Source: an optimization exercise on an open RTL-to-GDS flow (aim: small area). Production flows keep margins and buffers that such runs may drop.
Function was checked by simulation only, so behaviour that the tests miss may differ from the original.

Setup of old:
==> flow/design.v (excerpt) <==
module si8900_core (
    input  wire        clk,
    input  wire        rst,              
    input  wire        op_start,
    input  wire [31:0] req,
    output wire        busy,
    output wire        done,
    output reg  [1:0]  status,
    output wire [7:0]  res_cmd,
    output reg  [15:0] res_word,
    output wire [7:0]  res_channel,
    output wire [15:0] res_value,
    output reg         res_failed,
    output reg         rx_conf,
    output reg         cf_conf,
    input  wire [23:0] pkt,
    input  wire        pkt_valid,
    input  wire        transmit_ready,
    input  wire        receive_ready,
    input  wire [7:0]  read_data,
    output wire        send_byte,
    output wire [7:0]  send_data,
    output wire        read_byte
);
clock: 50.0 ns
lec_check: 0
cap_margin: 0
core_margin: 2
core_utilization: 65
cts_buf_list: sky130_fd_sc_hd__clkbuf_8
slew_margin: 0
synth_hierarchical: 1
standard.sh (not shown) runs the stock make flow with config.mk's settings and CLKGATE_MAP_FILE= SYNTH_SCRIPT=/design/flow/synth_recipe.tcl, a recipe that flattens the netlist after the stock synthesis.
==> flow/flow/run.sh <==
#!/bin/bash
# Layout flow: the standard flow (standard.sh, unchanged synthesis),
# with the ports buffered by the smallest buffer and the synthesis buffers removed
# at floorplan; the constant outputs share one tie cell, and clock tree
# synthesis adds no dummy loads.
set -euo pipefail
export BUFFER_PORTS_ARGS="-buffer_cell sky130_fd_sc_hd__buf_1"
export REMOVE_ABC_BUFFERS=1
export SKIP_REPAIR_TIE_FANOUT=1
export CTS_ARGS="-sink_clustering_enable -repair_clock_nets -buf_list sky130_fd_sc_hd__clkbuf_8 -dont_use_dummy_load"
bash standard.sh finish > standard.log 2>&1
--- input diff old..new ---
--- a/flow/design.v
+++ b/flow/design.v
@@ -4,33 +4,39 @@
     input  wire c,
     output wire s,
     output wire co
 );
     assign s  = a ^ b ^ c;
     assign co = (a & b) | (a & c) | (b & c);
 endmodule
+module si8900_inv (
+    input  wire a,
+    output wire y
+);
+    assign y = ~a;
+endmodule
 module si8900_mxi (
     input  wire a0,
     input  wire a1,
     input  wire s,
     output wire y
 );
     assign y = ~(s ? a1 : a0);
 endmodule
 module si8900_div5 (
     input  wire [7:0] r,
     input  wire [4:0] n,
     input  wire [7:0] d,
     output wire [4:0] q,
-    output wire [7:0] ro_n
+    output wire [7:0] ro
 );
     wire [7:0] nd = ~d;
     wire [7:0] p [0:5];
     assign p[0] = r;
-    assign ro_n = p[5];
+    assign ro   = p[5];
     genvar i, j;
     generate
         for (i = 0; i < 5; i = i + 1) begin : row
             wire [8:0] t;
             wire [8:0] c;
             wire [7:0] s;
             wire [7:0] dd = ((i % 2) == 0) ? nd : d;
@@ -43,15 +49,21 @@
                 assign c[1]   = t[0] & d[0];
                 assign q[4-i] = ~(t[8] & c[8]);
             end
             for (j = 1; j < 8; j = j + 1) begin : add
                 si8900_fa u_fa (.a(t[j]), .b(dd[j]), .c(c[j]), .s(s[j]), .co(c[j+1]));
             end
             for (j = 0; j < 8; j = j + 1) begin : sel
-                si8900_mxi u_mx (.a0(t[j]), .a1(s[j]), .s(q[4-i]), .y(p[i+1][j]));
+                if (i < 4) begin : inv
+                    si8900_mxi u_mx (.a0(t[j]), .a1(s[j]), .s(q[4-i]), .y(p[i+1][j]));
+                end else begin : keep
+                    wire ny;
+                    si8900_mxi u_mx (.a0(t[j]), .a1(s[j]), .s(q[4-i]), .y(ny));
+                    si8900_inv u_in (.a(ny), .y(p[i+1][j]));
+                end
             end
         end
     endgenerate
 endmodule
 module si8900_core (
     input  wire        clk,
     input  wire        rst,              
@@ -128,21 +140,21 @@
     wire good     = os_step && !dec_failed;
     wire xfer     = !waiting && (fsm == HS_RX || fsm == CT_TX);
     wire cnt_clr  = idle || (!waiting && !os);
     wire        last  = os_step && (nrem == 8'hFE);
     wire [17:0] acc_sum;
     wire [7:0]  cnt_inc;
     wire [4:0]  half_q;
-    wire [7:0]  half_rn;
+    wire [7:0]  half_r;
     si8900_div5 u_div (
         .r  (acc_sum[17:10]),
         .n  (last ? acc_sum[9:5] : acc_sum[4:0]),
         .d  (cnt_inc),
         .q  (half_q),
-        .ro_n (half_rn)
+        .ro (half_r)
     );
     wire [9:0] mean = {acc[9:5], half_q};
     function [7:0] inc8(input [7:0] a, input ci);
         integer k;
         reg c;
         begin
             c = ci;
@@ -297,11 +309,11 @@
     assign acc_sum = acc_add(acc, good ? dec_val : {9'd0, xfer});
     always @(posedge clk) begin
         if (idle)
             cmd_lat <= req[7:0];
         else if (last)
             cmd_lat[2:0] <= {dec_failed, dec_ch};
         cnt <= cnt_clr ? 8'd0 : cnt_inc;
-        acc <= idle ? 18'd0 : last ? {~half_rn, half_q, acc_sum[4:0]} : acc_sum;
+        acc <= idle ? 18'd0 : last ? {half_r, half_q, acc_sum[4:0]} : acc_sum;
         nrem <= idle ? ~req[23:16] : inc8(nrem, os_step);
     end
 endmodule
[summary]
Run comparison: new start point of the critical path req[7]; old start point of the critical path pkt[18]
Area of the mapped netlist deteriorates in new relative to old.
On fraction of met2 tracks used by global routing: new sits below old.
Diff old -> new: non-clock inverter instance count of the final layout picked up an extra 18, wire length -680 um, first-pass detailed-route iteration total now sits lower.
Going from old to new, worst hold slack across all endpoints shrinks by 0.016 ns.
Going from old to new, post-route fraction of the period consumed by the critical path shrinks by 0.44 points.

static timing again, ports no longer ideal:
How much do the figures lean on ideal ports? The routed layouts below were timed once more, with nothing changed but the port constraints.
Step 1 sets driving cells, clkbuf_16 on the clock port and buf_2 on the other inputs (assumed; they add their load-dependent delay and slew).
Step 2 moves the port delays by t, midway between the first and last clock arrival at a register: inputs arrive t later, outputs are due t later. That takes back most of the time a late clock gives input paths.
a / b / c = ideal / step 1 / step 2; a / b = the first two.
run	shift t [ns]	setup WS [ns]	worst setup path after step 2	slew at the worst register clock pin (ns)	cell pins on the clock port's net
old	0.371	17.393 / 17.400 / 17.029	input to register	0.10 / 0.10	1
new	0.376	17.612 / 17.621 / 17.245	input to register	0.10 / 0.10	1
After both steps setup and hold are still met in every run listed. For new, which loses most, drivers alone change the setup slack by +0.009 ns; drivers and shift together by -0.367 ns.
